Context: an optimization exercise on an open-source flow, tuned for small area, a short achievable clock period and few clock cycles. The choices shown serve that exercise and are no tape-out recipe. At most, simulation tests tie the RTL to the original design; equivalence was not proved. Function not checked in run 6: the RTL went through the layout flow alone. Power and IR drop assume default switching activity.

$ cat flow/flow/run.sh
#!/bin/bash
# Standard layout, with faster port buffers. Each tool's output goes to a log
# of its own here.
set -euo pipefail
export BUFFER_PORTS_ARGS="-buffer_cell sky130_fd_sc_hd__buf_2"
export SETUP_SLACK_MARGIN=32.3
bash standard.sh > standard.log 2>&1
$ cat flow/standard.sh
#!/bin/bash
# synth_recipe.tcl (not shown) runs the flow's synth.tcl, then flattens the netlist and writes it again
# the make line also repeats each setting of config.mk as NAME=value (left out here)
make -C /OpenROAD-flow-scripts/flow DESIGN_CONFIG=/design/flow/config.mk WORK_HOME=/design/flow/orfs CLKGATE_MAP_FILE= SYNTH_SCRIPT=/design/flow/synth_recipe.tcl "${@:-finish}"
$ cat flow/config.mk
export PLATFORM = sky130hd
export DESIGN_NAME = sram_march
export DESIGN_NICKNAME = sram_march
export VERILOG_FILES = /design/flow/design.v
export SDC_FILE = /design/flow/constraint.sdc
export NUM_CORES = 4
export LEC_CHECK = 0
export CAP_MARGIN = 20
export CORE_MARGIN = 2
export CORE_UTILIZATION = 40
export PLACE_DENSITY = 0.6
export SLEW_MARGIN = 20
$ cat flow/constraint.sdc
create_clock -name core_clock -period 42.0 [get_ports {clk}]
set_input_delay 8.4000 -clock core_clock [delete_from_list [all_inputs] [get_ports {clk}]]
set_output_delay 8.4000 -clock core_clock [all_outputs]
set_load 0.01 [all_outputs]
$ cat flow/design.v
module sram_march (
    input  wire        clk,
    input  wire        rst,             
    input  wire [16:0] cfg_size,
    input  wire [7:0]  cfg_sections,
    input  wire [6:0]  cfg_overlap,
    input  wire        cfg_intraword,
    input  wire        step_valid,
    output reg         step_ready,
    output reg         sram_req,
    output reg         sram_we,
    output reg  [15:0] sram_addr,
    output reg  [7:0]  sram_wdata,
    input  wire        sram_gnt,
    input  wire        sram_rvalid,
    input  wire [7:0]  sram_rdata,
    output reg         done,
    output reg         done_bad,
    output reg  [7:0]  cursor,
    output reg         sram_fault
);
    localparam [2:0] S_DIV  = 3'd0,    
                     S_MUL  = 3'd1,    
                     S_LOAD = 3'd2,    
                     S_IDLE = 3'd3,
                     S_SET1 = 3'd4,    
                     S_SET2 = 3'd5,    
                     S_RUN  = 3'd6;
    localparam [2:0] P_SAVE    = 3'd0,
                     P_M1      = 3'd1,
                     P_M2      = 3'd2,
                     P_M3      = 3'd3,
                     P_M4      = 3'd4,
                     P_IW      = 3'd5,
                     P_RESTORE = 3'd6,
                     P_FIN     = 3'd7;    
    reg  [2:0]  state;
    reg  [2:0]  phase;
    reg  [3:0]  u;           
    reg  [15:0] J;           
    reg  [15:0] base;        
    reg  [16:0] endx;        
    reg  [15:0] B;
    reg  [14:0] O;           
    reg         iw;          
    reg         rnz;         
    reg         lastn;       
    reg         fl;          
    reg         bad;
    reg  [1:0]  occ;         
    reg         pend;        
    reg         msub;        
    reg  [3:0]  tag;         
    function [17:0] radd;
        input [16:0] a;
        input [16:0] b;
        input        ci;
        integer i;
        reg c;
        begin
            c = ci;
            for (i = 0; i < 17; i = i + 1) begin
                radd[i] = a[i] ^ b[i] ^ c;
                c = (a[i] & b[i]) | (c & (a[i] ^ b[i]));
            end
            radd[17] = c;
        end
    endfunction
    function [16:0] rinc;
        input [15:0] a;
        input        dn;
        integer i;
        reg c;
        begin
            c = 1'b1;
            for (i = 0; i < 16; i = i + 1) begin
                rinc[i] = a[i] ^ c;
                c = c & (a[i] ^ dn);
            end
            rinc[16] = c;
        end
    endfunction
    reg  [7:0]  expv;
    always @* begin
        case (tag[2:0])
            3'd0: expv = 8'h00;
            3'd1: expv = 8'hFF;
            3'd2: expv = 8'h55;
            3'd3: expv = 8'hAA;
            3'd4: expv = 8'h33;
            3'd5: expv = 8'hCC;
            3'd6: expv = 8'hF0;
            default: expv = 8'h0F;
        endcase
    end
    wire        bad_nx = bad | (sram_rvalid & tag[3] & (sram_rdata != expv));
    wire [16:0] a_id    = rinc(sram_addr, phase == P_M3);   
    wire        at_end  = (a_id == endx);
    wire        at_base = (sram_addr == base);
    wire        sec0    = (cursor == 8'd0);
    reg  [2:0]  n_phase;
    reg  [3:0]  n_u;
    reg  [1:0]  n_asel;      
    reg         n_azero;     
    reg         n_jswap;     
    reg         n_we;
    reg         n_copy;      
    reg  [7:0]  n_wd;
    function [3:0] tag_of;
        input [2:0] ph;
        input [3:0] uu;
        case (ph)
            P_M2, P_M4: tag_of = 4'b1000;
            P_M3:       tag_of = 4'b1001;
            P_IW:       tag_of = {1'b1, 3'd2 + uu[3:1]};
            default:    tag_of = 4'b0000;    
        endcase
    endfunction
    function [7:0] pat;
        input [2:0] v;
        case (v)
            3'd0: pat = 8'h55;
            3'd1: pat = 8'hAA;
            3'd2: pat = 8'h33;
            3'd3: pat = 8'hCC;
            3'd4: pat = 8'hF0;
            default: pat = 8'h0F;
        endcase
    endfunction
    always @* begin
        n_phase = phase;
        n_u     = 4'd0;
        n_asel  = 2'd0;
        n_azero = 1'b0;
        n_jswap = 1'b0;
        n_we    = 1'b0;
        n_copy  = 1'b0;
        n_wd    = 8'h00;
        case (phase)
            P_SAVE: begin
                if (!u[0]) begin
                    n_u = 4'd1; n_asel = 2'd3; n_jswap = 1'b1;
                    n_we = 1'b1; n_copy = 1'b1;
                end else if (!fl) begin
                    n_asel = 2'd3; n_jswap = 1'b1;
                end else begin
                    n_phase = P_M1; n_asel = 2'd2; n_we = 1'b1;
                end
            end
            P_M1: begin
                if (!at_end) begin
                    n_asel = 2'd1; n_we = 1'b1;
                end else begin
                    n_phase = P_M2; n_asel = 2'd2;
                end
            end
            P_M2: begin
                if (!u[0]) begin
                    n_u = 4'd1; n_we = 1'b1; n_wd = 8'hFF;
                end else if (!at_end) begin
                    n_asel = 2'd1;
                end else begin
                    n_phase = P_M3;
                end
            end
            P_M3: begin
                if (!u[0]) begin
                    n_u = 4'd1; n_we = 1'b1;
                end else if (!at_base) begin
                    n_asel = 2'd1;
                end else begin
                    n_phase = P_M4;
                end
            end
            P_M4: begin
                if (!at_end) begin
                    n_asel = 2'd1;
                end else if (iw) begin
                    n_phase = P_IW; n_asel = 2'd2; n_we = 1'b1; n_wd = 8'h55;
                end else if (!sec0) begin
                    n_phase = P_RESTORE; n_azero = 1'b1;
                end else begin
                    n_phase = P_FIN;
                end
            end
            P_IW: begin
                if (!u[0]) begin
                    n_u = {u[3:1], 1'b1};
                end else if (u != 4'd11) begin
                    n_u = {u[3:1] + 3'd1, 1'b0}; n_we = 1'b1; n_wd = pat(u[3:1] + 3'd1);
                end else if (!at_end) begin
                    n_asel = 2'd1; n_we = 1'b1; n_wd = 8'h55;
                end else if (!sec0) begin
                    n_phase = P_RESTORE; n_azero = 1'b1;
                end else begin
                    n_phase = P_FIN;
                end
            end
            default: begin  
                if (!u[0]) begin
                    n_u = 4'd1; n_asel = 2'd3; n_jswap = 1'b1;
                    n_we = 1'b1; n_copy = 1'b1;
                end else if (!at_end) begin
                    n_asel = 2'd3; n_jswap = 1'b1;
                end else begin
                    n_phase = P_FIN;
                end
            end
        endcase
    end
    function may_go;
        input [2:0] ph;
        input [3:0] uu;
        input       w;
        input [1:0] o;
        input [3:0] tg;
        begin
            if (ph == P_FIN || (w && (ph == P_SAVE || ph == P_RESTORE)))
                may_go = (o == 2'd0);
            else if (w)
                may_go = 1'b1;
            else
                may_go = (o == 2'd0) || ((o == 2'd1) && (tag_of(ph, uu) == tg));
        end
    endfunction
    wire       run  = (state == S_RUN);
    wire       acc  = sram_req & sram_gnt;           
    wire [1:0] occ_a = occ + {1'b0, ~sram_we};       
    wire [1:0] occ_am = occ_a - 2'd1;
    wire [1:0] occ_m  = occ - 2'd1;
    wire [3:0] etag = sram_we ? tag : tag_of(phase, u);
    wire       nx0  = may_go(n_phase, n_u, n_we, occ_a, etag);
    wire       nx1  = may_go(n_phase, n_u, n_we, occ_am, etag);
    wire       cu0  = may_go(phase, u, sram_we, occ, tag);
    wire       cu1  = may_go(phase, u, sram_we, occ_m, tag);
    wire       go_n = sram_rvalid ? nx1 : nx0;      
    wire       go_c = sram_rvalid ? cu1 : cu0;      
    wire       step_end = run & pend & (phase == P_FIN) &
                          (sram_rvalid ? (occ == 2'd1) : (occ == 2'd0));
    wire [16:0] p_dec = rinc({9'd0, O[6:0]}, 1'b1);
    reg  [16:0] g_y;
    reg         g_c;
    always @* begin
        case (state)
            S_DIV:   begin g_y = ~{9'd0, J[7:0]}; g_c = 1'b1; end    
            S_MUL:   begin g_y = msub ? ~17'd100 : {1'b0, B}; g_c = msub; end
            S_SET1:  begin g_y = ~{2'd0, O};      g_c = 1'b1; end    
            default: begin g_y = {1'b0, B};       g_c = 1'b0; end    
        endcase
    end
    wire [17:0] g_s  = radd(endx, g_y, g_c);
    wire        g_ge = g_s[17];                  
    wire [16:0] cur_inc = rinc({8'd0, cursor}, 1'b0);
    reg         is_nm1;      
    wire        wrap    = (is_nm1 & ~rnz) | lastn;
    always @(posedge clk) begin
        begin
            done   <= 1'b0;
            bad    <= bad_nx;
            is_nm1 <= (cur_inc[7:0] == cfg_sections);
            occ  <= occ + {1'b0, acc & ~sram_we} - {1'b0, sram_rvalid};
            if (step_ready && step_valid)
                step_ready <= 1'b0;
            if (sram_rvalid && !tag[3])
                sram_wdata <= sram_rdata;
            if (acc && !sram_we)
                tag <= tag_of(phase, u);
            case (state)
                S_LOAD: begin
                    endx      <= cfg_size;
                    J         <= {8'd0, cfg_sections};
                    O         <= {8'd0, cfg_overlap};
                    iw        <= cfg_intraword;
                    sram_addr <= 16'd0;
                    phase     <= P_SAVE;
                    state     <= S_DIV;
                end
                S_DIV: begin
                    if (g_ge) begin
                        endx      <= g_s[16:0];
                        sram_addr <= a_id[15:0];
                    end else begin
                        B         <= sram_addr;
                        rnz       <= (endx[7:0] != 8'd0);
                        endx      <= 17'd0;
                        sram_addr <= 16'd0;
                        msub      <= 1'b0;
                        state     <= S_MUL;
                    end
                end
                S_MUL: begin
                    if (msub) begin
                        if (g_ge) begin
                            endx      <= g_s[16:0];
                            sram_addr <= a_id[15:0];
                        end else begin
                            msub      <= 1'b0;
                        end
                    end else if (O[6:0] != 7'd0) begin
                        endx   <= g_s[16:0];
                        O[6:0] <= p_dec[6:0];
                        msub   <= 1'b1;
                    end else begin
                        O     <= sram_addr[14:0];
                        state <= S_IDLE;
                    end
                end
                S_IDLE: begin
                    if (!step_ready || step_valid)
                        state <= S_SET1;
                end
                S_SET1: begin
                    if (sec0) begin
                        base <= 16'd0;
                        endx <= {2'd0, O};
                    end else if (cursor == 8'd1) begin
                        base <= endx[15:0];
                        endx <= g_s[16:0];
                    end else begin
                        base <= g_s[15:0];
                    end
                    state <= S_SET2;
                end
                S_SET2: begin
                    if (lastn) endx <= cfg_size;
                    else       endx <= g_s[16:0];
                    sram_addr <= base;
                    J         <= 16'd0;
                    sram_req  <= 1'b1;
                    bad       <= 1'b0;
                    u         <= 4'd0;
                    fl        <= 1'b0;
                    if (sec0) begin
                        phase      <= P_M1;
                        sram_we    <= 1'b1;
                        sram_wdata <= 8'h00;
                    end else begin
                        phase      <= P_SAVE;
                        sram_we    <= 1'b0;
                    end
                    pend  <= 1'b0;
                    state <= S_RUN;
                end
                default: begin  
                    if (phase == P_SAVE && !u[0])
                        fl <= at_end;
                    if (!acc && pend && phase != P_FIN && go_c) begin
                        sram_req <= 1'b1;
                        pend     <= 1'b0;
                    end
                    if (step_end) begin
                        done       <= 1'b1;
                        done_bad   <= bad_nx;
                        if (bad_nx) sram_fault <= 1'b1;
                        cursor     <= wrap ? 8'd0 : cur_inc[7:0];
                        lastn      <= is_nm1 & rnz;
                        step_ready <= 1'b1;
                        pend       <= 1'b0;
                        state      <= S_IDLE;
                    end
                end
            endcase
            if (acc) begin
                phase   <= n_phase;
                u       <= n_u;
                sram_we <= n_we;
                if (n_we && !n_copy)
                    sram_wdata <= n_wd;
                if (n_azero)
                    sram_addr <= 16'd0;
                else case (n_asel)
                    2'd0: sram_addr <= sram_addr;
                    2'd1: sram_addr <= a_id[15:0];
                    2'd2: sram_addr <= base;
                    default: sram_addr <= J;
                endcase
                if (n_azero)      J <= base;
                else if (n_jswap) J <= a_id[15:0];
                sram_req <= go_n & (n_phase != P_FIN);
                pend     <= ~go_n | (n_phase == P_FIN);
            end
            if (rst) begin
                state      <= S_LOAD;
                cursor     <= 8'd0;
                lastn      <= 1'b0;
                done       <= 1'b0;
                sram_fault <= 1'b0;
                sram_req   <= 1'b0;
                pend       <= 1'b0;
                step_ready <= 1'b1;
                occ        <= 2'd0;
            end
        end
    end
endmodule
==> metrics.yaml, run 1 <==
run_status: "complete, no violations"
hold_viol: 0
wl_met3_mm: 2.521
synth_edf_count: 97
synth_area_leader_cell: "edfxtp_1"
finalSetupViolations: 0
async_flop_share: 0
cts_hold_buffers: 0
worstSkewPairLatency_ps: 430
post-route-min-period_ps: 9801
cts_buffers: 17
m1WireLength_mm: 13.52
crit_chain: "buf_12 -> inv_12 -> o21ai_2 -> o21ai_2 -> a21oi_2 -> o211ai_1 -> a31o_2 -> o32a_1 -> nor2_1 -> and4_1 -> or4b_4 -> and3_4"
grt_pass1_wl_mm: 49.03
rrSetupSlack_ps: 32700
critPathLaunch: "sram_rvalid"
gp_congestion: 0.8603
start_util: 0.4054
cp_common_cell: "o21ai_2"
netlist_instances: 1079
reg2reg_to: "endx[1]"
worstHoldPathCells: 2
rr_worst_depth: 28
synth_nets: 1170
areaGrowthSynthToFinish_pct: 17.65
cp_data_arrival_time_ps: 10130
crit_end: "sram_req"
clock_tree.root_cell: "clkbuf_16"
netlist.area_leader.share: 0.2972
rows: 57
syn_area_um2: 9802
ant_nets: 0
num_io_pins: 84
portBuffers: 83
hpwl_mm: 21.54
drc: 0
startpoint_type: "input port"
syn_area_per_cell_um2: 9.084
gr-total-overflow: 0
drt_iter0_markers: 1128
antenna_found_initial: 0
yosysWarnings: 1
synth-seq-area-share: 0.3891
synth_cell_type_count: 69
dr_total_vias: 8939
slew_viol_final: 0
wl_met2_mm: 14.73
die_h_um: 160.5
worst_pin_slew_ps: 1139
dr.pass1.iters: 6
slowest_delay_ps: 530
setup_tns_ps: 0
antenna_cells: 0
synth_flop_cell: "edfxtp_1"
max_freq_mhz: 102.0
p_per_area_nw_per_um2: 47.13
finalClockSkew_ps: 15.28
p_leak_uw: 0.004585
routedWlPerCell_um: 21.06
critical_path_class: "in2reg"
endpoint_kind: "flop"
routed_via_density: 5.991
die-width_um: 160.5
grt_max_degree: 35
rsz0062_at_grt: "true"
grt.total_usage: 0.2430
synth_area_leaders: "edfxtp_1 (30%), dfxtp_1 (9.2%), nand2_1 (4.6%), xnor2_1 (4.6%), a22oi_1 (4.2%)"
vdd_ir_drop_max_mv: 0.02486
core-area_um2: 24180
crit_required_ps: 42330
slew_headroom: 0.2379
hold_path_class: "reg2reg"
cts_buffer_depth: 2
cts_htree_levels: 4
ys_ff_latch: 142
cts.sinks: 142
timing.rr.start: "state[2]"
critPathMaxFanout: 3
topRoutingLayerUsed: "met4"
final_layout_size_suffix_gt1_frac: 0.1875
first_global_vias: 8533
dieArea_um2: 25770
nets: 1246
critPathSlowestCell: "or4b_4"
wirelength_mm: 31.42
cts.clk_slew.worst_paths_ps: 70
finalCritPeriodShare: 0.2333
cts_tree: "yes"
place_area_um2: 10480
cap_viol_max_count: 0
fin_area_um2: 11530
==> worst min path at each step <==
stage          startpoint         end  slack (ps)
2_1_floorplan       J[10]       J[10]         420
3_3_place_gp        J[11]       J[11]         440
3_5_place_dp        J[10]       J[10]         450
4_1_cts             J[10]       J[10]         470
5_1_grt        sram_fault  sram_fault         510
6_report            J[10]       J[10]         470
==> cell families (layout without fill, tap and decap cells) <==
group           count (synthesis)  after routing  share of synthesized area
fa+ha+maj                      45             45                    0.07046
buf+inv                       127            215                    0.05144
xor+xnor                       74             74                    0.07467
simple gates                  345            345                     0.1785
mux                            26             26                    0.02719
compound gates                320            321                     0.2087
flops                         142            142                     0.3891
==> worst max-delay path: cells and delay by family <==
| kind | cells | cell delay (ps) |
|---|---|---|
| AND/OR/NAND/NOR | 4 | 940 |
| AO/OA/AOI/OAI | 6 | 630 |
| buffers and inverters | 2 | 160 |
==> layer usage <==
metal,vias up,track usage
met5,-,0
met4,0,0.07658
met3,48,0.05372
met2,421,0.3928
met1,4320,0.3256
li1,4150,-
==> synth_stat cells, types with 5 or more instances <==
cell,instances
a211oi_1,10
a21oi_1,78
a222oi_1,13
a22o_1,7
a22oi_1,55
a31oi_1,6
and2_1,21
and3_1,12
buf_1,7
buf_2,7
clkbuf_1,61
dfxtp_1,45
edfxtp_1,97
fa_1,17
ha_1,28
inv_1,47
mux2_2,5
mux2i_1,21
nand2_1,121
nand2b_1,7
nand3_1,24
nand4_1,13
nor2_1,56
nor2b_1,12
nor3_1,27
nor4_1,14
o211ai_1,7
o21ai_0,72
o22ai_1,41
or3_1,7
xnor2_1,51
xnor3_1,5
xor2_1,17
==> power by group <==
group | switching [uW] | total, uW | internal, uW
Sequential | 24.1 | 199 | 175
Clock | 69.4 | 153 | 83.8
Combinational | 108 | 191 | 83.0
Total | 202 | 543 | 342
==> cell type report <==
cell class	count	area [um2]
clock buffers	17	425.4
clock inverters	15	151.4
fillers	2274	12640
inverters	49	196.4
multi-input cells	811	5705
flip-flops and latches	142	3817
well taps	324	405.4
repair buffers	134	830.8
==> placed cells by master, fill, tap and decap left out, types with 4 or more instances in the layout <==
| cell | n |
|---|---|
| buf_4 | 49 |
| o21ai_1 | 4 |
| xnor3_1 | 5 |
| o211ai_1 | 7 |
| nand3_1 | 24 |
| nor4_1 | 12 |
| or2_2 | 4 |
| edfxtp_1 | 97 |
| a31oi_1 | 5 |
| o21ai_0 | 67 |
| nand4_1 | 13 |
| o21a_1 | 4 |
| o22ai_1 | 41 |
| nand2_1 | 118 |
| a222oi_1 | 13 |
| a22oi_1 | 55 |
| nand2b_1 | 6 |
| nor2_1 | 53 |
| a22o_1 | 7 |
| and2_1 | 19 |
| and3_1 | 11 |
| xor2_1 | 17 |
| inv_1 | 46 |
| mux2_2 | 4 |
| mux2i_1 | 21 |
| ha_1 | 27 |
| a21oi_1 | 75 |
| or3_1 | 6 |
| buf_2 | 81 |
| a211oi_1 | 8 |
| clkbuf_16 | 17 |
| nor2b_1 | 11 |
| xnor2_1 | 51 |
| inv_6 | 7 |
| fa_1 | 16 |
| dfxtp_1 | 44 |
| nor4_4 | 4 |
| nor3_1 | 26 |
==> metrics by stage <==
step                      total power (uW)  instances  setup slack [ps]    util  hold slack, ps
after global placement               375.2       1418             31390  0.4332           442.1
after detailed placement             376.5       1418             31340  0.4334           449.2
after CTS                            536.5       1470             32180  0.4674           468.1
after floorplan                      323.0       1079             31880       -           419.9
after global routing                 572.6       1492             32140  0.4770           511.3
final                                543.5       1492             32200  0.4770           472.2
==> flip-flops by register name (all words and copies together), names as in the netlist, 2 cells and up <==
| register | count |
|---|---|
| endx | 17 |
| B | 16 |
| J | 16 |
| base | 16 |
| sram_addr | 16 |
| O | 15 |
| cursor | 8 |
| sram_wdata | 8 |
| tag | 4 |
| u | 4 |
| phase | 3 |
| state | 3 |
| occ | 2 |
==> timing repair <==
item,CTS,global route
cloned,0,1
pin swaps,18,8
endpoints found under the setup margin,115,67
buffers inserted,20,21
gates resized for setup,25,17
Testbench counts, summed over its fixed seeds: cycles 375,356.
==> inputs of run 2 (changes only) <==
==> flow/flow/run.sh (replaced) <==
#!/bin/bash
# Standard layout, with faster port buffers. Each tool's output goes to a log
# of its own here.
set -euo pipefail
export BUFFER_PORTS_ARGS="-buffer_cell sky130_fd_sc_hd__buf_2"
export SETUP_SLACK_MARGIN=32.0
bash standard.sh > standard.log 2>&1
--- a/flow/config.mk
+++ b/flow/config.mk
@@ -7,6 +7,6 @@
 export LEC_CHECK = 0
 export CAP_MARGIN = 20
 export CORE_MARGIN = 2
-export CORE_UTILIZATION = 40
-export PLACE_DENSITY = 0.6
+export CORE_UTILIZATION = 70
+export PLACE_DENSITY = 0.75
 export SLEW_MARGIN = 20
==> run 2 against run 1 <==
Combinational power fell by 8%. Highest routed layer unchanged. Maximum frequency fell by 1.1%. Largest power group unchanged. Clock power fell by 3%. Still clean. Worst hold slack got worse by 21 ps. Synthesized area did not move.
==> metrics.yaml, run 2 <==
reg2reg_to: "msub"
cts_buffers: 17  # unchanged
synth_flop_cell: "edfxtp_1"
synth-seq-area-share: 0.3891  # unchanged
areaGrowthSynthToFinish_pct: 11.55
cap_viol_max_count: 0  # unchanged
holdCritStartpoint: "J[11]"
rrSetupSlack_ps: 32350  # -350 ps
grt.total_usage: 0.3946  # +0.1516
top_register: "endx"
portBuffers: 83  # unchanged
cts_buffer_depth: 2  # unchanged
drt_iter0_markers: 1569  # +39%
drc: 0  # unchanged
core-area_um2: 13770  # -43%
hpwl_mm: 19.99  # -7.2%
routed_via_density: 6.924  # +16%
holdPathEnd: "J[11]"
slew_viol_final: 0  # unchanged
syn_area_per_cell_um2: 9.084  # unchanged
rows: 43  # -25%
critPathMaxFanout: 5  # +2
die-width_um: 122.3  # -24%
final_cell_mix: "nand2_1 (119), edfxtp_1 (97), buf_2 (82), a21oi_1 (77), o21ai_0 (70)"
finalSetupViolations: 0  # unchanged
start_util: 0.7117  # +0.3062
synth_edf_count: 97  # unchanged
slew_headroom: 0.2794  # +0.04151
fin_area_um2: 10930  # -5.2%
cts.clk_slew.worst_paths_ps: 60  # about the same
routedWlPerCell_um: 22.17  # +5.3%
dieArea_um2: 14970  # -42%
rr_worst_depth: 29  # +3.6%
critical_path_class: "in2reg"
worstSkewPairLatency_ps: 430  # about the same
crit_required_ps: 42330  # about the same
final_common_cell: "nand2_1"
timing.rr.start: "state[2]"
nets: 1207  # -3.1%
grt_max_degree: 33  # -5.7%
largest_reg_flops: 17  # unchanged
synth_most_common_cell: "nand2_1"
finalCritPeriodShare: 0.2360  # +0.002648
yosysWarnings: 1  # unchanged
p_per_area_nw_per_um2: 48.58  # +3.1%
n_fill_cell: 969  # -57%
startpoint_type: "input port"
gr-total-overflow: 0  # unchanged
cts_tree: "yes"
antenna_cells: 0  # unchanged
async_flop_share: 0  # unchanged
post-route-min-period_ps: 9912  # +111.2 ps
worst_pin_slew_ps: 1077  # -62.04 ps
cts.sinks: 142  # unchanged
netlist_instances: 1079  # unchanged
p_leak_uw: 0.004346  # -5.2%
run_status: "complete, no violations"
max_freq_mhz: 100.9  # -1.1%
cp_data_arrival_time_ps: 10240  # +110 ps
synth_commonest_cells: "nand2_1 (121), edfxtp_1 (97), a21oi_1 (78)"
syn_area_um2: 9802  # unchanged
hold_viol: 0  # unchanged
first_global_vias: 8338  # -2.3%
gp_congestion: 0.9568  # +11%
synth_nets: 1170  # unchanged
endpoint_kind: "flop"
ys_ff_latch: 142  # unchanged
hold_path_class: "reg2reg"
finalClockSkew_ps: 9.569  # -5.715 ps
dr.pass1.iters: 6  # unchanged
clock_tree.root_cell: "clkbuf_16"
place_area_um2: 10240  # -2.2%
synth_area_leader_cell: "edfxtp_1"
netlist.area_leader.share: 0.2972  # unchanged
grt_pass1_wl_mm: 45.11  # -8.0%
cts_hold_buffers: 0  # unchanged
final_layout_size_suffix_gt1_frac: 0.1470  # -0.04047
vdd_ir_drop_max_mv: 0.03627  # +46%
rsz0062_at_grt: "true"
setup_tns_ps: 0  # unchanged
synth_cell_type_count: 69  # unchanged
synth_area_leaders: "edfxtp_1 (30%), dfxtp_1 (9.2%), nand2_1 (4.6%), xnor2_1 (4.6%), a22oi_1 (4.2%)"
worstHoldPathCells: 2  # unchanged
wirelength_mm: 29.03  # -7.6%
antenna_found_initial: 0  # unchanged
num_io_pins: 84  # unchanged
cts_htree_levels: 4  # unchanged
ant_nets: 0  # unchanged
die_h_um: 122.3  # -24%
dr_total_vias: 9063  # +1.4%
-- run 2: through the flow --
step	hold WS [ps]	utilization	std cells	setup slack, ps	power [uW]
floorplan	419.9	-	1079	31870	322.5
global placement	437.5	0.7436	1273	31550	369.6
detailed placement	438.7	0.7436	1273	31510	375.4
CTS	452.5	0.7868	1305	32050	523.0
global route	499.2	0.7939	1309	31970	555.4
finish	451.5	0.7939	1309	32090	531.2
-- run 2: kinds of logic after synthesis --
group,count (synthesis),synth area share
XOR/XNOR,74,0.07467
buffers and inverters,127,0.05144
flip-flops,142,0.3891
AND/OR/NAND/NOR,345,0.1785
multiplexers,26,0.02719
AO/OA/AOI/OAI,320,0.2087
adder cells (fa/ha/maj),45,0.07046
-- run 2: timing repair --
action                                  CTS  global route
endpoints found under the setup margin   34            66
pin swaps                                 1             8
cloned                                    0             0
resized for setup                         4            16
buffers inserted                          0             3
-- run 2: critical path: stages --
cell,delay (ps)
buf_4,140
inv_4,50
o21ai_1,60
o21ai_1,110
a21oi_1,80
o211ai_1,110
a31o_2,120
o32a_1,200
nor4b_2,70
a21boi_2,180
or4b_4,560
and3_4,180
-- run 2: worst max-delay path by stage --
| stage | from | end | depth (start not counted) |
|---|---|---|---|
| after floorplan | sram_rvalid | cursor[7] | 8 |
| after global placement | sram_rvalid | cursor[7] | 8 |
| after detailed placement | sram_rvalid | cursor[7] | 8 |
| after CTS | state[2] | endx[11] | 29 |
| after global routing | sram_gnt | occ[1] | 9 |
| final | sram_rvalid | sram_req | 12 |
-- run 2: power breakdown --
group	switching (uW)	total (uW)	internal [uW]
Sequential	32.6	208	175
Clock	64.2	148	83.6
Combinational	100	176	75.9
-- run 2: cell type report --
type	count	area, um2	area share
Clock buffer	19	475.5	0.04348
Clock inverter	13	100.1	0.009154
Inverter	49	186.4	0.01705
Multi-Input combinational cell	810	5594	0.5116
Sequential cell	142	3817	0.3491
Tap cell	180	225.2	0.02060
Timing Repair Buffer	96	535.5	0.04898
-- run 2: per-layer routing --
layer | vias up | global-route usage | part of all wire | wire length (um)
met4 | 0 | 0.1444 | 0.030 | 880
met1 | 4252 | 0.5444 | 0.39 | 11190
li1 | 4074 | - | - | -
met3 | 89 | 0.08783 | 0.12 | 3375
met5 | - | 0 | 0 | 0
met2 | 648 | 0.6142 | 0.47 | 13580
==> inputs of run 3 (changes only) <==
--- a/flow/config.mk
+++ b/flow/config.mk
@@ -7,6 +7,8 @@
 export LEC_CHECK = 0
 export CAP_MARGIN = 20
 export CORE_MARGIN = 2
-export CORE_UTILIZATION = 70
-export PLACE_DENSITY = 0.75
+export CORE_UTILIZATION = 40
+export CTS_BUF_LIST = sky130_fd_sc_hd__clkbuf_4 sky130_fd_sc_hd__clkbuf_8
+export CTS_CLUSTER_SIZE = 30
+export PLACE_DENSITY = 0.6
 export SLEW_MARGIN = 20
==> run 3 against run 2 <==
Critical path depth down 11. Highest routed layer unchanged. Sequential power is essentially flat. Wire length increased by 4.1%. Synthesized cell count did not move. Utilization fell by 34 points. Still clean. Via count down 4.0%. Sequential share of layout area shrank 0.24 points. Cell count up 12%. Largest cell class unchanged. Final area is 0.78% higher. Clock skew up 7.4 ps. Die area is 72% higher.
==> metrics.yaml, run 3 <==
netlist.area_leader.share: 0.2972  # unchanged
synth_commonest_cells: "nand2_1 (121), edfxtp_1 (97), a21oi_1 (78)"
die-width_um: 160.5  # +31%
synth_most_common_cell: "nand2_1"
finalClockSkew_ps: 16.98  # +7.410 ps
stdcell_count: 1460  # +12%
crit_required_ps: 33600  # -8730 ps
synth-simple-area-share: 0.1785  # unchanged
grt_max_degree: 33  # unchanged
critPathMaxFanout: 14  # +9
largest_reg_flops: 17  # unchanged
critical_path_class: "reg2out"
yosysWarnings: 1  # unchanged
p_per_area_nw_per_um2: 46.40  # -4.5%
cts_hold_buffers: 0  # unchanged
cts_buffers: 17  # unchanged
slew_viol_final: 0  # unchanged
first_global_vias: 7995  # -4.1%
async_flop_share: 0  # unchanged
crit_chain: "buf_2"
slowest_delay_ps: 770  # +210 ps
dieArea_um2: 25770  # +72%
nets: 1214  # +0.58%
antenna_found_initial: 0  # unchanged
fin_area_um2: 11020  # +0.78%
startpoint_type: "flop"
max_freq_mhz: 101.0  # +0.14%
routedWlPerCell_um: 20.69  # -6.7%
num_io_pins: 84  # unchanged
portBuffers: 83  # unchanged
critPathSlowestCell: "edfxtp_1"
cts_tree: "yes"
place_area_um2: 10440  # +1.9%
synth_edf_count: 97  # unchanged
die_h_um: 160.5  # +31%
hold_viol: 0  # unchanged
clock_tree.root_cell: "clkbuf_8"
hpwl_mm: 22.14  # +11%
cts_htree_levels: 4  # unchanged
synth-seq-area-share: 0.3891  # unchanged
wirelength_mm: 30.21  # +4.1%
worst_pin_slew_ps: 968.1  # -108.8 ps
setup_tns_ps: 0  # unchanged
synth_nets: 1170  # unchanged
finalSetupViolations: 0  # unchanged
netlist_instances: 1079  # unchanged
path_delay_family: "flip-flops"
p_leak_uw: 0.004319  # -0.63%
cts_buffer_depth: 2  # unchanged
hold_path_class: "reg2reg"
synth_top_family_by_area: "compound AO/OA/AOI/OAI gates"
cp_data_arrival_time_ps: 1500  # -8740 ps
synth_xor_area_frac: 0.07467  # unchanged
cts.sinks: 142  # unchanged
muxShareOfSynthArea: 0.02719  # unchanged
synth_compound_area_frac: 0.2087  # unchanged
slew_headroom: 0.3486  # +0.06922
core-area_um2: 24180  # +76%
antenna_cells: 0  # unchanged
final_cell_mix: "nand2_1 (120), edfxtp_1 (97), buf_2 (82), a21oi_1 (77), o21ai_0 (71)"
dr.pass1.iters: 6  # unchanged
ys_ff_latch: 142  # unchanged
synth_area_leaders: "edfxtp_1 (30%), dfxtp_1 (9.2%), nand2_1 (4.6%), xnor2_1 (4.6%), a22oi_1 (4.2%)"
gp_congestion: 0.8779  # -8.2%
rows: 57  # +33%
vdd_ir_drop_max_mv: 0.02702  # -26%
dr_total_vias: 8700  # -4.0%
synth_flop_cell: "edfxtp_1"
start_util: 0.4054  # -0.3062
cap_viol_max_count: 0  # unchanged
areaGrowthSynthToFinish_pct: 12.42
dp.cells: 1419  # +11%
rsz0062_at_grt: "false"
ant_nets: 0  # unchanged
drt_iter0_markers: 1431  # -8.8%
drc: 0  # unchanged
top_register: "endx"
grt_pass1_wl_mm: 46.48  # +3.0%
post-route-min-period_ps: 9898  # -13.90 ps
gr-total-overflow: 0  # unchanged
final_layout_size_suffix_gt1_frac: 0.1496  # +0.002615
finalCritPeriodShare: 0.2357  # -0.0003310
synthAdderAreaFrac: 0.07046  # unchanged
cts.clk_slew.worst_paths_ps: 90  # +30 ps
worstSkewPairLatency_ps: 470  # +40 ps
run_status: "complete, no violations"
synth_cell_type_count: 69  # unchanged
grt.total_usage: 0.2334  # -0.1612
routed_via_density: 5.959  # -14%
place_ws_ps: 31480  # -27.60 ps
final_common_cell: "nand2_1"
endpoint_kind: "output pin"
path_buf_inv: 1  # -1
syn_area_um2: 9802  # unchanged
synth_area_leader_cell: "edfxtp_1"
syn_area_per_cell_um2: 9.084  # unchanged
fin_ws_ps: 32100  # +13.90 ps
[run 3: routing by layer]
| metal | track usage | vias to the layer above | routed length (um) |
|---|---|---|---|
| li1 | - | 4079 | - |
| met2 | 0.3290 | 459 | 12780 |
| met5 | 0 | - | 0 |
| met4 | 0.06388 | 0 | 518 |
| met1 | 0.3556 | 4125 | 14010 |
| met3 | 0.05424 | 37 | 2902 |
[run 3: final timing paths]
check	cells past startpoint	from	slack (ps)	to
worst max-delay path	1	sram_addr[4]	32100	sram_addr[4]
worst min-delay path	2	J[10]	470	J[10]
worst max register to register	29	state[2]	32480	endx[3]
worst min register to register	2	J[10]	470	J[10]
[run 3: cell families (layout without fill, tap and decap cells)]
family	count (synthesis)	count (layout)
AOI/OAI and AO/OA	320	320
xor gates and xnor gates	74	74
adders and majority gates	45	45
buffers and inverters	127	184
DFF	142	142
muxes	26	26
and+or+nand+nor	345	345
[run 3: what timing repair did]
item,CTS,global route
pin swaps,1,1
endpoints found under the setup margin,31,54
resized for setup,3,13
buffers inserted,0,8
gates cloned,0,0
[run 3: cell type report]
type | instances | area, um2
Fill cell | 2376 | 13160
Multi-Input combinational cell | 810 | 5574
Sequential cell | 142 | 3821
Timing Repair Buffer | 103 | 571.8
Tap cell | 324 | 405.4
Clock buffer | 19 | 249.0
Clock inverter | 13 | 211.5
Inverter | 49 | 186.4
[run 3: power by group]
group          leakage [uW]  switching (uW)  total [uW]  internal (uW)
Clock              0.000230            58.2         131           72.6
Sequential          0.00138            33.6         208            175
Combinational       0.00270            95.9         172           76.2
[run 3: metrics by stage]
stage | utilization | power (uW) | hold slack [ps]
after floorplan | - | 322.5 | 419.9
after global placement | 0.4317 | 375.3 | 447.2
after detailed placement | 0.4317 | 376.2 | 452.8
after CTS | 0.4509 | 508.3 | 478.6
after global routing | 0.4558 | 541.0 | 496.7
final | 0.4558 | 511.3 | 472.7
[run 3: tightest hold or removal path: stages (launching register included)]
cell	delay [ps]
dfxtp_1	340
nand2_1	50
o21ai_0	60
==> inputs of run 4 (changes only) <==
==> flow/flow/run.sh (replaced) <==
#!/bin/bash
# The standard layout (standard.sh), with two changes: the ports are
# buffered with buf_2 cells, and timing repair aims for 32 ns of setup slack
# at the design's clock. standard.sh's full output goes to standard.log here.
set -euo pipefail
export BUFFER_PORTS_ARGS="-buffer_cell sky130_fd_sc_hd__buf_2"
export SETUP_SLACK_MARGIN=32.0
bash standard.sh > standard.log 2>&1
--- a/flow/config.mk
+++ b/flow/config.mk
@@ -7,8 +7,8 @@
 export LEC_CHECK = 0
 export CAP_MARGIN = 20
 export CORE_MARGIN = 2
-export CORE_UTILIZATION = 40
+export CORE_UTILIZATION = 70
 export CTS_BUF_LIST = sky130_fd_sc_hd__clkbuf_4 sky130_fd_sc_hd__clkbuf_8
 export CTS_CLUSTER_SIZE = 30
-export PLACE_DENSITY = 0.6
+export PLACE_DENSITY = 0.75
 export SLEW_MARGIN = 20
==> run 4 against run 3 <==
Still clean on timing, DRC and antenna. Register-to-register slack got worse by 130 ps. Sequential share of layout area is 0.93 points higher. Cell count shrank 10%. Clock skew about the same. Clock-buffer cell count is 2 lower. First-iteration DRC count up 5.7%. Critical path type unchanged.
==> metrics.yaml, run 4 <==
p_leak_uw: 0.004253  # -1.5%
hold_path_class: "reg2reg"
place_ws_ps: 31510  # +27.60 ps
final_layout_size_suffix_gt1_frac: 0.1427  # -0.006917
hpwl_mm: 19.99  # -9.7%
finalClockSkew_ps: 16.49  # -0.4857 ps
critPathSlowestCell: "edfxtp_1"
nets: 1206  # -0.66%
critPathLaunch: "sram_addr[1]"
cts_tree: "yes"
dieArea_um2: 14970  # -42%
endpoint_kind: "output pin"
critical_path_class: "reg2out"
vdd_ir_drop_max_mv: 0.03489  # +29%
cts_htree_levels: 4  # unchanged
synth_flop_cell: "edfxtp_1"
multiInputGateArea_um2: 5579  # about the same
fin_ws_ps: 32080  # -22.40 ps
pwr-share-comb: 0.352  # +0.015
rr_worst_depth: 29  # unchanged
syn_area_per_cell_um2: 9.084  # unchanged
max_freq_mhz: 100.8  # -0.23%
synth_edf_count: 97  # unchanged
seqCellArea_um2: 3817  # about the same
ys_ff_latch: 142  # unchanged
top_register: "endx"
p_sw_uw: 191.7  # +2.1%
portBuffers: 83  # unchanged
finalSetupViolations: 0  # unchanged
antenna_found_initial: 0  # unchanged
final_cell_mix: "nand2_1 (120), edfxtp_1 (97), buf_2 (83), a21oi_1 (77), o21ai_0 (71)"
fin_area_um2: 10720  # -2.7%
slew_headroom: 0.2089  # -0.1397
yosysWarnings: 1  # unchanged
cp_num_cells: 1  # unchanged
final_common_cell: "nand2_1"
num_io_pins: 84  # unchanged
areaGrowthSynthToFinish_pct: 9.370
gr-total-overflow: 0  # unchanged
internal-power_uw: 303.9  # -6.1%
drt_iter0_markers: 1513  # +5.7%
first_global_vias: 8296  # +3.8%
rows: 43  # -25%
antenna_cells: 0  # unchanged
worstSkewPairLatency_ps: 480  # about the same
place_area_um2: 10240  # -1.9%
rsz0062_at_grt: "false"
drc: 0  # unchanged
cap_viol_max_count: 0  # unchanged
synth_area_leader_cell: "edfxtp_1"
gp_congestion: 0.9568  # +9.0%
grt.total_usage: 0.3910  # +0.1576
synth_cell_type_count: 69  # unchanged
worst_pin_slew_ps: 1187  # +218.5 ps
grt_max_degree: 33  # unchanged
post-route-min-period_ps: 9920  # +22.40 ps
reg2reg_to: "msub"
fin_total_pwr_uw: 495.6  # -3.1%
setup_tns_ps: 0  # unchanged
crit_required_ps: 33600  # about the same
clock_power_share: 0.229  # -0.027
cp_data_arrival_time_ps: 1520  # +20 ps
slowest_delay_ps: 790  # +20 ps
netlist.area_leader.share: 0.2972  # unchanged
die-width_um: 122.3  # -24%
cts_buffers: 17  # unchanged
slew_viol_final: 0  # unchanged
synth-seq-area-share: 0.3891  # unchanged
p_per_area_nw_per_um2: 46.23  # -0.35%
n_fill_cell: 1012  # -57%
critPathMaxFanout: 14  # unchanged
dr_total_vias: 9086  # +4.4%
synth_commonest_cells: "nand2_1 (121), edfxtp_1 (97), a21oi_1 (78)"
routedWlPerCell_um: 22.17  # +7.1%
dr.pass1.iters: 6  # unchanged
wirelength_mm: 29.00  # -4.0%
synth_nets: 1170  # unchanged
hold_viol: 0  # unchanged
largest_reg_flops: 17  # unchanged
crit_end: "sram_addr[1]"
cts.sinks: 142  # unchanged
cts_buffer_depth: 2  # unchanged
clock_tree.root_cell: "clkbuf_8"
crit_chain: "buf_2"
rrSetupSlack_ps: 32350  # -130 ps
core-area_um2: 13770  # -43%
grt_pass1_wl_mm: 44.53  # -4.2%
ant_nets: 0  # unchanged
async_flop_share: 0  # unchanged
netlist_instances: 1079  # unchanged
synth_area_leaders: "edfxtp_1 (30%), dfxtp_1 (9.2%), nand2_1 (4.6%), xnor2_1 (4.6%), a22oi_1 (4.2%)"
cts.clk_slew.worst_paths_ps: 90  # about the same
routed_via_density: 6.946  # +17%
synth_most_common_cell: "nand2_1"
startpoint_type: "flop"
run_status: "complete, no violations"
syn_area_um2: 9802  # unchanged
die_h_um: 122.3  # -24%
finalCritPeriodShare: 0.2362  # +0.0005333
swShare: 0.3868  # +0.01954
p_seq_frac: 0.419  # +0.012
timing.rr.start: "state[2]"
path_buf_inv: 1  # unchanged
start_util: 0.7117  # +0.3062
path_delay_family: "flip-flops"
[run 4: cell counts after synthesis]
No cell type changed its count.
[run 4: final cells by class]
cell class                      instances  share of cell area
Clock buffer                           17             0.02183
Clock inverter                         15             0.01494
Inverter                               49             0.01739
Multi-Input combinational cell        810              0.5204
Sequential cell                       142              0.3561
Tap cell                              180             0.02101
Timing Repair Buffer                   95             0.04832
[run 4: metal layers]
metal	vias up	track usage	wire length (um)
li1	4068	-	-
met1	4262	0.5349	11330
met2	668	0.6066	13490
met3	88	0.09294	3341
met4	0	0.1494	837
met5	-	0	0
[run 4: worst min path at each step]
stage	start	to	slack (ps)	cells after the start
floorplan	J[10]	J[10]	420	2
global placement	J[14]	J[14]	440	2
detailed placement	J[14]	J[14]	440	2
CTS	J[14]	J[14]	460	2
global route	J[10]	J[10]	500	2
finish	J[11]	J[11]	460	2
[run 4: power by group through the flow]
stage	combinational, uW	sequential, uW	clock [uW]
6_report	175	208	113
5_1_grt	192	210	119
4_1_cts	169	206	113
3_5_place_dp	167	209	0
3_3_place_gp	161	208	0
2_1_floorplan	129	193	0
[run 4: per-stage QoR]
step | instances | util | hold slack, ps
2_1_floorplan | 1079 | - | 419.9
3_3_place_gp | 1273 | 0.7436 | 437.5
3_5_place_dp | 1273 | 0.7436 | 438.7
4_1_cts | 1305 | 0.7730 | 457.6
5_1_grt | 1308 | 0.7783 | 502.6
6_report | 1308 | 0.7783 | 455.9
[run 4: tightest hold or removal path, cell delays in order, from the launching register on]
cell     delay (ps)
dfxtp_1         330
nand2_1          40
o21ai_0          60
[run 4: what timing repair did]
action | in CTS | in global routing
hold buffers | 0 | 0
buffers inserted | 0 | 3
gates resized for setup | 3 | 10
endpoints found under the setup margin | 17 | 68
pin swaps | 0 | 5
[run 4: logic make-up after synthesis]
family,after synthesis,share of synthesized area
and+or+nand+nor,345,0.1785
AOI/OAI and AO/OA,320,0.2087
DFF,142,0.3891
buffers and inverters,127,0.05144
xor gates and xnor gates,74,0.07467
adders and majority gates,45,0.07046
muxes,26,0.02719
==> inputs of run 5 (changes only) <==
--- a/flow/config.mk
+++ b/flow/config.mk
@@ -9,6 +9,6 @@
 export CORE_MARGIN = 2
 export CORE_UTILIZATION = 70
 export CTS_BUF_LIST = sky130_fd_sc_hd__clkbuf_4 sky130_fd_sc_hd__clkbuf_8
-export CTS_CLUSTER_SIZE = 30
+export CTS_CLUSTER_SIZE = 40
 export PLACE_DENSITY = 0.75
 export SLEW_MARGIN = 20
==> run 5 against run 4 <==
Cell count unchanged. Combinational power is essentially flat. Critical path depth is the same. Largest cell class unchanged. Still clean. Power did not move. Maximum frequency stayed put. Highest routed layer unchanged. Utilization unchanged.
==> metrics.yaml, run 5 <==
yosysWarnings: 1  # unchanged
critPathSlowestCell: "edfxtp_1"
max_freq_mhz: 100.8  # unchanged
synth_area_leaders: "edfxtp_1 (30%), dfxtp_1 (9.2%), nand2_1 (4.6%), xnor2_1 (4.6%), a22oi_1 (4.2%)"
die_h_um: 122.3  # unchanged
run_status: "complete, no violations"
grt.total_usage: 0.3910  # unchanged
holdCritStartpoint: "J[11]"
rrSetupSlack_ps: 32350  # about the same
synth_flop_cell: "edfxtp_1"
path_buf_inv: 1  # unchanged
dieArea_um2: 14970  # unchanged
fin_ws_ps: 32080  # unchanged
hold_viol: 0  # unchanged
die-width_um: 122.3  # unchanged
syn_area_per_cell_um2: 9.084  # unchanged
rsz0062_at_grt: "false"
netlist_instances: 1079  # unchanged
p_seq_frac: 0.419  # about the same
antenna_cells: 0  # unchanged
syn_area_um2: 9802  # unchanged
finalSetupViolations: 0  # unchanged
final_common_cell: "nand2_1"
dr.pass1.iters: 6  # unchanged
critical_path_class: "reg2out"
final_layout_size_suffix_gt1_frac: 0.1427  # unchanged
final_cell_mix: "nand2_1 (120), edfxtp_1 (97), buf_2 (83), a21oi_1 (77), o21ai_0 (71)"
cts_buffer_depth: 2  # unchanged
stdcell_count: 1308  # unchanged
post-route-min-period_ps: 9920  # unchanged
cts.clk_slew.worst_paths_ps: 90  # about the same
synth_edf_count: 97  # unchanged
worstHoldPathCells: 2  # unchanged
core-area_um2: 13770  # unchanged
dp.cells: 1273  # unchanged
internal-power_uw: 303.9  # unchanged
pwr-share-comb: 0.352  # about the same
worstSkewPairLatency_ps: 480  # about the same
wirelength_mm: 29.00  # unchanged
drt_iter0_markers: 1513  # unchanged
top_register: "endx"
path_delay_family: "flip-flops"
cp_data_arrival_time_ps: 1520  # about the same
startpoint_type: "flop"
crit_required_ps: 33600  # about the same
reg2reg_to: "msub"
slowest_delay_ps: 790  # about the same
ant_nets: 0  # unchanged
routed_via_density: 6.946  # unchanged
crit_chain: "buf_2"
synth_cell_type_count: 69  # unchanged
p_leak_uw: 0.004253  # unchanged
hold_path_class: "reg2reg"
synth_commonest_cells: "nand2_1 (121), edfxtp_1 (97), a21oi_1 (78)"
finalClockSkew_ps: 16.49  # unchanged
largest_reg_flops: 17  # unchanged
grt_max_degree: 33  # unchanged
place_area_um2: 10240  # unchanged
ys_ff_latch: 142  # unchanged
cts.sinks: 142  # unchanged
rows: 43  # unchanged
swShare: 0.3868  # unchanged
fin_area_um2: 10720  # unchanged
slew_viol_final: 0  # unchanged
p_per_area_nw_per_um2: 46.23  # unchanged
cts_tree: "yes"
slew_headroom: 0.2089  # unchanged
vdd_ir_drop_max_mv: 0.03489  # unchanged
clock_power_share: 0.229  # about the same
start_util: 0.7117  # unchanged
worst_pin_slew_ps: 1187  # unchanged
async_flop_share: 0  # unchanged
drc: 0  # unchanged
synth_area_leader_cell: "edfxtp_1"
p_sw_uw: 191.7  # unchanged
holdPathEnd: "J[11]"
synth_nets: 1170  # unchanged
rr_worst_depth: 29  # unchanged
critPathMaxFanout: 14  # unchanged
synth_most_common_cell: "nand2_1"
cts_htree_levels: 4  # unchanged
gp_congestion: 0.9568  # unchanged
antenna_found_initial: 0  # unchanged
portBuffers: 83  # unchanged
clock_tree.root_cell: "clkbuf_8"
cts_hold_buffers: 0  # unchanged
final_util: 0.7783  # unchanged
nets: 1206  # unchanged
endpoint_kind: "output pin"
finalCritPeriodShare: 0.2362  # unchanged
seqCellArea_um2: 3817  # unchanged
timing.rr.start: "state[2]"
dr_total_vias: 9086  # unchanged
grt_pass1_wl_mm: 44.53  # unchanged
first_global_vias: 8296  # unchanged
netlist.area_leader.share: 0.2972  # unchanged
areaGrowthSynthToFinish_pct: 9.370  # unchanged
place_ws_ps: 31510  # unchanged
num_io_pins: 84  # unchanged
hpwl_mm: 19.99  # unchanged
cap_viol_max_count: 0  # unchanged
synth-seq-area-share: 0.3891  # unchanged
multiInputGateArea_um2: 5579  # unchanged
cts_buffers: 17  # unchanged
gr-total-overflow: 0  # unchanged
routedWlPerCell_um: 22.17  # unchanged
setup_tns_ps: 0  # unchanged
n_fill_cell: 1012  # unchanged
[run 5: final cells by class]
class                   count  share of cell area
multi-input cells         810              0.5204
flip-flops and latches    142              0.3561
repair buffers             95             0.04832
clock buffers              17             0.02183
well taps                 180             0.02101
inverters                  49             0.01739
clock inverters            15             0.01494
[run 5: logic make-up after synthesis]
group / after synthesis / synth area share
AOI/OAI and AO/OA: 320 / 0.2087
xor gates and xnor gates: 74 / 0.07467
adders and majority gates: 45 / 0.07046
buffers and inverters: 127 / 0.05144
DFF: 142 / 0.3891
muxes: 26 / 0.02719
and+or+nand+nor: 345 / 0.1785
[run 5: how the worst max path moves through the flow]
stage | from | endpoint | slack [ps] | cells after the start
2_1_floorplan | sram_rvalid | cursor[7] | 31870 | 8
5_1_grt | sram_rvalid | sram_req | 32010 | 12
3_3_place_gp | sram_rvalid | cursor[7] | 31550 | 8
3_5_place_dp | sram_rvalid | cursor[7] | 31510 | 8
4_1_cts | sram_rvalid | cursor[7] | 32010 | 8
6_report | sram_addr[1] | sram_addr[1] | 32080 | 1
[run 5: per-layer routing]
layer | up-vias | global-route usage | share of wire
met5 | - | 0 | 0
met4 | 0 | 0.1494 | 0.029
met3 | 88 | 0.09294 | 0.12
met2 | 668 | 0.6066 | 0.47
met1 | 4262 | 0.5349 | 0.39
li1 | 4068 | - | -
[run 5: power by group through the flow]
stage / Clock [uW] / Combinational, uW / Sequential (uW)
4_1_cts: 113 / 169 / 206
6_report: 113 / 175 / 208
3_5_place_dp: 0 / 167 / 209
3_3_place_gp: 0 / 161 / 208
2_1_floorplan: 0 / 129 / 193
5_1_grt: 119 / 192 / 210
[run 5: what timing repair did]
item                       CTS  global route
resized for setup            3            10
buffers inserted             0             3
pin swaps                    0             5
hold endpoints to repair     0             0
setup endpoints to repair   17            68
[run 5: stage by stage]
stage	hold WS (ps)	power [uW]
floorplan	419.9	322.5
global placement	437.5	369.6
detailed placement	438.7	375.4
CTS	457.6	487.9
global route	502.6	519.9
finish	455.9	495.6
==> inputs of run 6 (changes only) <==
--- a/flow/design.v
+++ b/flow/design.v
@@ -235,8 +235,7 @@
     wire       cu1  = may_go(phase, u, sram_we, occ_m, tag);
     wire       go_n = sram_rvalid ? nx1 : nx0;      
     wire       go_c = sram_rvalid ? cu1 : cu0;      
-    wire       step_end = run & pend & (phase == P_FIN) &
-                          (sram_rvalid ? (occ == 2'd1) : (occ == 2'd0));
+    wire       step_end = run & pend & (phase == P_FIN) & (occ == 2'd0);
     wire [16:0] p_dec = rinc({9'd0, O[6:0]}, 1'b1);
     reg  [16:0] g_y;
     reg         g_c;
@@ -350,8 +349,8 @@
                     end
                     if (step_end) begin
                         done       <= 1'b1;
-                        done_bad   <= bad_nx;
-                        if (bad_nx) sram_fault <= 1'b1;
+                        done_bad   <= bad;
+                        if (bad) sram_fault <= 1'b1;
                         cursor     <= wrap ? 8'd0 : cur_inc[7:0];
                         lastn      <= is_nm1 & rnz;
                         step_ready <= 1'b1;
--- a/flow/config.mk
+++ b/flow/config.mk
@@ -9,6 +9,6 @@
 export CORE_MARGIN = 2
 export CORE_UTILIZATION = 70
 export CTS_BUF_LIST = sky130_fd_sc_hd__clkbuf_4 sky130_fd_sc_hd__clkbuf_8
-export CTS_CLUSTER_SIZE = 40
+export CTS_CLUSTER_SIZE = 30
 export PLACE_DENSITY = 0.75
 export SLEW_MARGIN = 20
==> run 6 against run 5 <==
Sequential share of layout area shrank 0.64 points. Critical path depth stayed put. Maximum frequency hardly changed. Largest power group is now combinational cells. Power rose by 25%. Worst hold slack improved by 13 ps. Non-clock buffer count decreased by 2. Combinational power up 53%. Final area grew 1.8%. Clock power up 4%.
==> metrics.yaml, run 6 <==
run_status: "complete, no violations"
p_per_area_nw_per_um2: 56.84  # +23%
grt_pass1_wl_mm: 44.05  # -1.1%
final_cell_mix: "edfxtp_1 (97), nor2_1 (93), nand2_1 (87), buf_2 (83), o21ai_0 (72)"
antenna_found_initial: 0  # unchanged
synth_flop_cell: "edfxtp_1"
finalClockSkew_ps: 10.63  # -5.867 ps
first_global_vias: 8537  # +2.9%
top_register: "endx"
slew_headroom: 0.2939  # +0.08494
fin_ws_ps: 32070  # -7.400 ps
final_util: 0.7801  # +0.001711
worstSkewPairLatency_ps: 480  # about the same
internal-power_uw: 361.8  # +19%
crit_chain: "buf_2"
routed_via_density: 6.910  # -0.53%
cts.clk_slew.worst_paths_ps: 90  # about the same
dr_total_vias: 9197  # +1.2%
muxShareOfSynthArea: 0.04103  # +0.01384
rows: 43  # unchanged
final_common_cell: "edfxtp_1"
p_sw_uw: 258.5  # +35%
syn_area_per_cell_um2: 9.134  # +0.55%
startpoint_type: "flop"
synth_xor_area_frac: 0.07537  # +0.0006943
place_ws_ps: 31630  # +117.9 ps
largest_reg_flops: 17  # unchanged
final_layout_size_suffix_gt1_frac: 0.1416  # -0.001115
path_delay_family: "flip-flops"
pwr-share-comb: 0.433  # +0.081
portBuffers: 83  # unchanged
p_leak_uw: 0.004432  # +4.2%
hold_viol: 0  # unchanged
dieArea_um2: 15400  # +2.9%
start_util: 0.7216  # +0.009892
worst_pin_slew_ps: 1057  # -130.0 ps
setup_tns_ps: 0  # unchanged
cts_tree: "yes"
swShare: 0.4167  # +0.02988
dr.pass1.iters: 9  # +3
synth_nets: 1196  # +2.2%
cts.sinks: 142  # unchanged
synth-seq-area-share: 0.3778  # -0.01124
ys_ff_latch: 142  # unchanged
yosysWarnings: 1  # unchanged
wirelength_mm: 28.59  # -1.4%
cts_buffer_depth: 2  # unchanged
critical_path_class: "reg2out"
rsz0062_at_grt: "false"
antenna_cells: 0  # unchanged
clock_power_share: 0.188  # -0.041
stdcell_count: 1331  # +1.8%
netlist.area_leader.share: 0.2886  # -0.008583
synth-simple-area-share: 0.1739  # -0.004534
cts_buffers: 17  # unchanged
clock_tree.root_cell: "clkbuf_8"
ant_nets: 0  # unchanged
die-width_um: 124.1  # +1.4%
syn_area_um2: 10090  # +3.0%
crit_required_ps: 33600  # about the same
p_seq_frac: 0.380  # -0.039
slowest_delay_ps: 790  # about the same
critPathMaxFanout: 14  # unchanged
hpwl_mm: 20.36  # +1.9%
endpoint_kind: "output pin"
fin_total_pwr_uw: 620.2  # +25%
max_freq_mhz: 100.7  # about the same
core-area_um2: 13990  # +1.6%
areaGrowthSynthToFinish_pct: 8.107
cp_data_arrival_time_ps: 1530  # about the same
drc: 0  # unchanged
gp_congestion: 0.9720  # +1.6%
synth_area_leaders: "edfxtp_1 (29%), dfxtp_1 (8.9%), xnor2_1 (4.7%), mux2i_1 (3.8%), o21ai_0 (3.6%)"
vdd_ir_drop_max_mv: 0.03756  # +7.7%
gr-total-overflow: 0  # unchanged
drt_iter0_markers: 1306  # -14%
path_buf_inv: 1  # unchanged
synth_most_common_cell: "edfxtp_1"
async_flop_share: 0  # unchanged
num_io_pins: 84  # unchanged
grt_max_degree: 33  # unchanged
cap_viol_max_count: 0  # unchanged
slew_viol_final: 0  # unchanged
synth_area_leader_cell: "edfxtp_1"
dp.cells: 1297  # +1.9%
die_h_um: 124.1  # +1.4%
netlist_instances: 1105  # +2.4%
routedWlPerCell_um: 21.48  # -3.1%
synth_compound_area_frac: 0.2104  # +0.001658
cts_htree_levels: 4  # unchanged
critPathSlowestCell: "edfxtp_1"
post-route-min-period_ps: 9928  # +7.400 ps
synth_cell_type_count: 83  # +20%
synthAdderAreaFrac: 0.06843  # -0.002035
synth_commonest_cells: "edfxtp_1 (97), nor2_1 (94), nand2_1 (88)"
synth_edf_count: 97  # unchanged
grt.total_usage: 0.3780  # -0.01305
nets: 1229  # +1.9%
finalCritPeriodShare: 0.2364  # about the same
cts_hold_buffers: 0  # unchanged
finalSetupViolations: 0  # unchanged
hold_path_class: "reg2reg"
synth_top_family_by_area: "compound AO/OA/AOI/OAI gates"
==> run 6: changes by cell type after synthesis, moves of 6 or more <==
cell / delta
a221o_1: +14
nand2_1: -33
a21oi_1: -15
nor2_1: +38
a21o_1: +6
a22oi_1: -19
and2_1: -7
mux2i_1: +17
==> run 6: final cells by class <==
cell class | instances | area [um2]
Fill cell | 1004 | 3077
Clock buffer | 18 | 241.5
Inverter | 52 | 198.9
Sequential cell | 142 | 3816
Tap cell | 180 | 225.2
Timing Repair Buffer | 93 | 490.5
Clock inverter | 14 | 162.7
Multi-Input combinational cell | 832 | 5777
==> run 6: path summary, 6_finish.rpt <==
path,end,slack (ps),from,cells past startpoint
worst min-delay path,sram_fault,470,sram_fault,2
worst max-delay path,sram_addr[0],32070,sram_addr[0],1
worst min register to register,sram_fault,470,sram_fault,2
worst max register to register,endx[3],32370,state[1],29
==> run 6: power by group through the flow <==
stage / logic (uW) / clock network (uW) / registers, uW
final: 268 / 117 / 235
after global routing: 291 / 122 / 239
after CTS: 260 / 116 / 233
after detailed placement: 258 / 0 / 236
after global placement: 254 / 0 / 235
after floorplan: 207 / 0 / 210
==> run 6: layer usage <==
metal,wire [um],GRT usage
met1,11080,0.4978
met4,989,0.1517
met3,3268,0.07875
met5,0,0
met2,13250,0.6117
==> run 6: per-stage QoR <==
| stage | hold slack, ps | instance area (um2) |
|---|---|---|
| 5_1_grt | 499.2 | 10910 |
| 4_1_cts | 476.8 | 10880 |
| 2_1_floorplan | 431.0 | 10100 |
| 3_5_place_dp | 456.7 | 10470 |
| 3_3_place_gp | 446.6 | 10470 |
| 6_report | 468.5 | 10910 |
==> run 6: timing repair <==
item,CTS,global route
setup buffers,0,2
setup endpoints to repair,14,48
cloned,0,0
hold endpoints to repair,0,0
pin swaps,0,0
gates resized for setup,2,5
==> run 6: cells by family (layout without fill, tap and decap cells) <==
logic type,count (synthesis),in the layout
simple gates,351,351
compound gates,316,316
mux,41,41
buf+inv,131,177
xor+xnor,79,79
fa+ha+maj,45,45
flops,142,142
==> run 6: tightest hold or removal path, delay by kind of cell, from the launching register on <==
family	cells	cell delay [ps]
DFF	1	330
and+or+nand+nor	1	70
AOI/OAI and AO/OA	1	40

[what the ideal ports hide]
The results above use ideal ports. As a check the final layouts listed here were re-extracted and re-timed, cells and wires unchanged.
Step 1, drivers: a clkbuf_16 drives clk and a buf_2 each remaining input, both assumed.
Step 2 moves the port delays by t, midway between the first and last clock arrival at a register: inputs arrive t later, outputs are due t later. That takes back most of the time a late clock gives input paths.
a / b / c = no drivers / after step 1 / after step 2; a / b = the first two.
| run | t, ns | setup slack, ns | latest minus earliest clock arrival (ns) | pins driven straight from the clock port |
|---|---|---|---|---|
| run 1 | 0.476 | 32.199 / 32.201 / 31.725 | 0.016 / 0.016 | 1 |
| run 2 | 0.470 | 32.088 / 32.086 / 31.638 | 0.009 / 0.010 | 1 |
| run 3 | 0.502 | 32.102 / 32.061 / 31.648 | 0.017 / 0.017 | 1 |
| run 4 | 0.513 | 32.080 / 32.041 / 31.612 | 0.017 / 0.016 | 1 |
| run 5 | 0.513 | 32.080 / 32.041 / 31.612 | 0.017 / 0.016 | 1 |
| run 6 | 0.514 | 32.072 / 32.034 / 31.572 | 0.011 / 0.011 | 1 |
After both steps setup and hold are still met in every run listed. The setup slack of run 6, which loses most, moves by -0.038 ns with the drivers and by -0.500 ns with both steps.
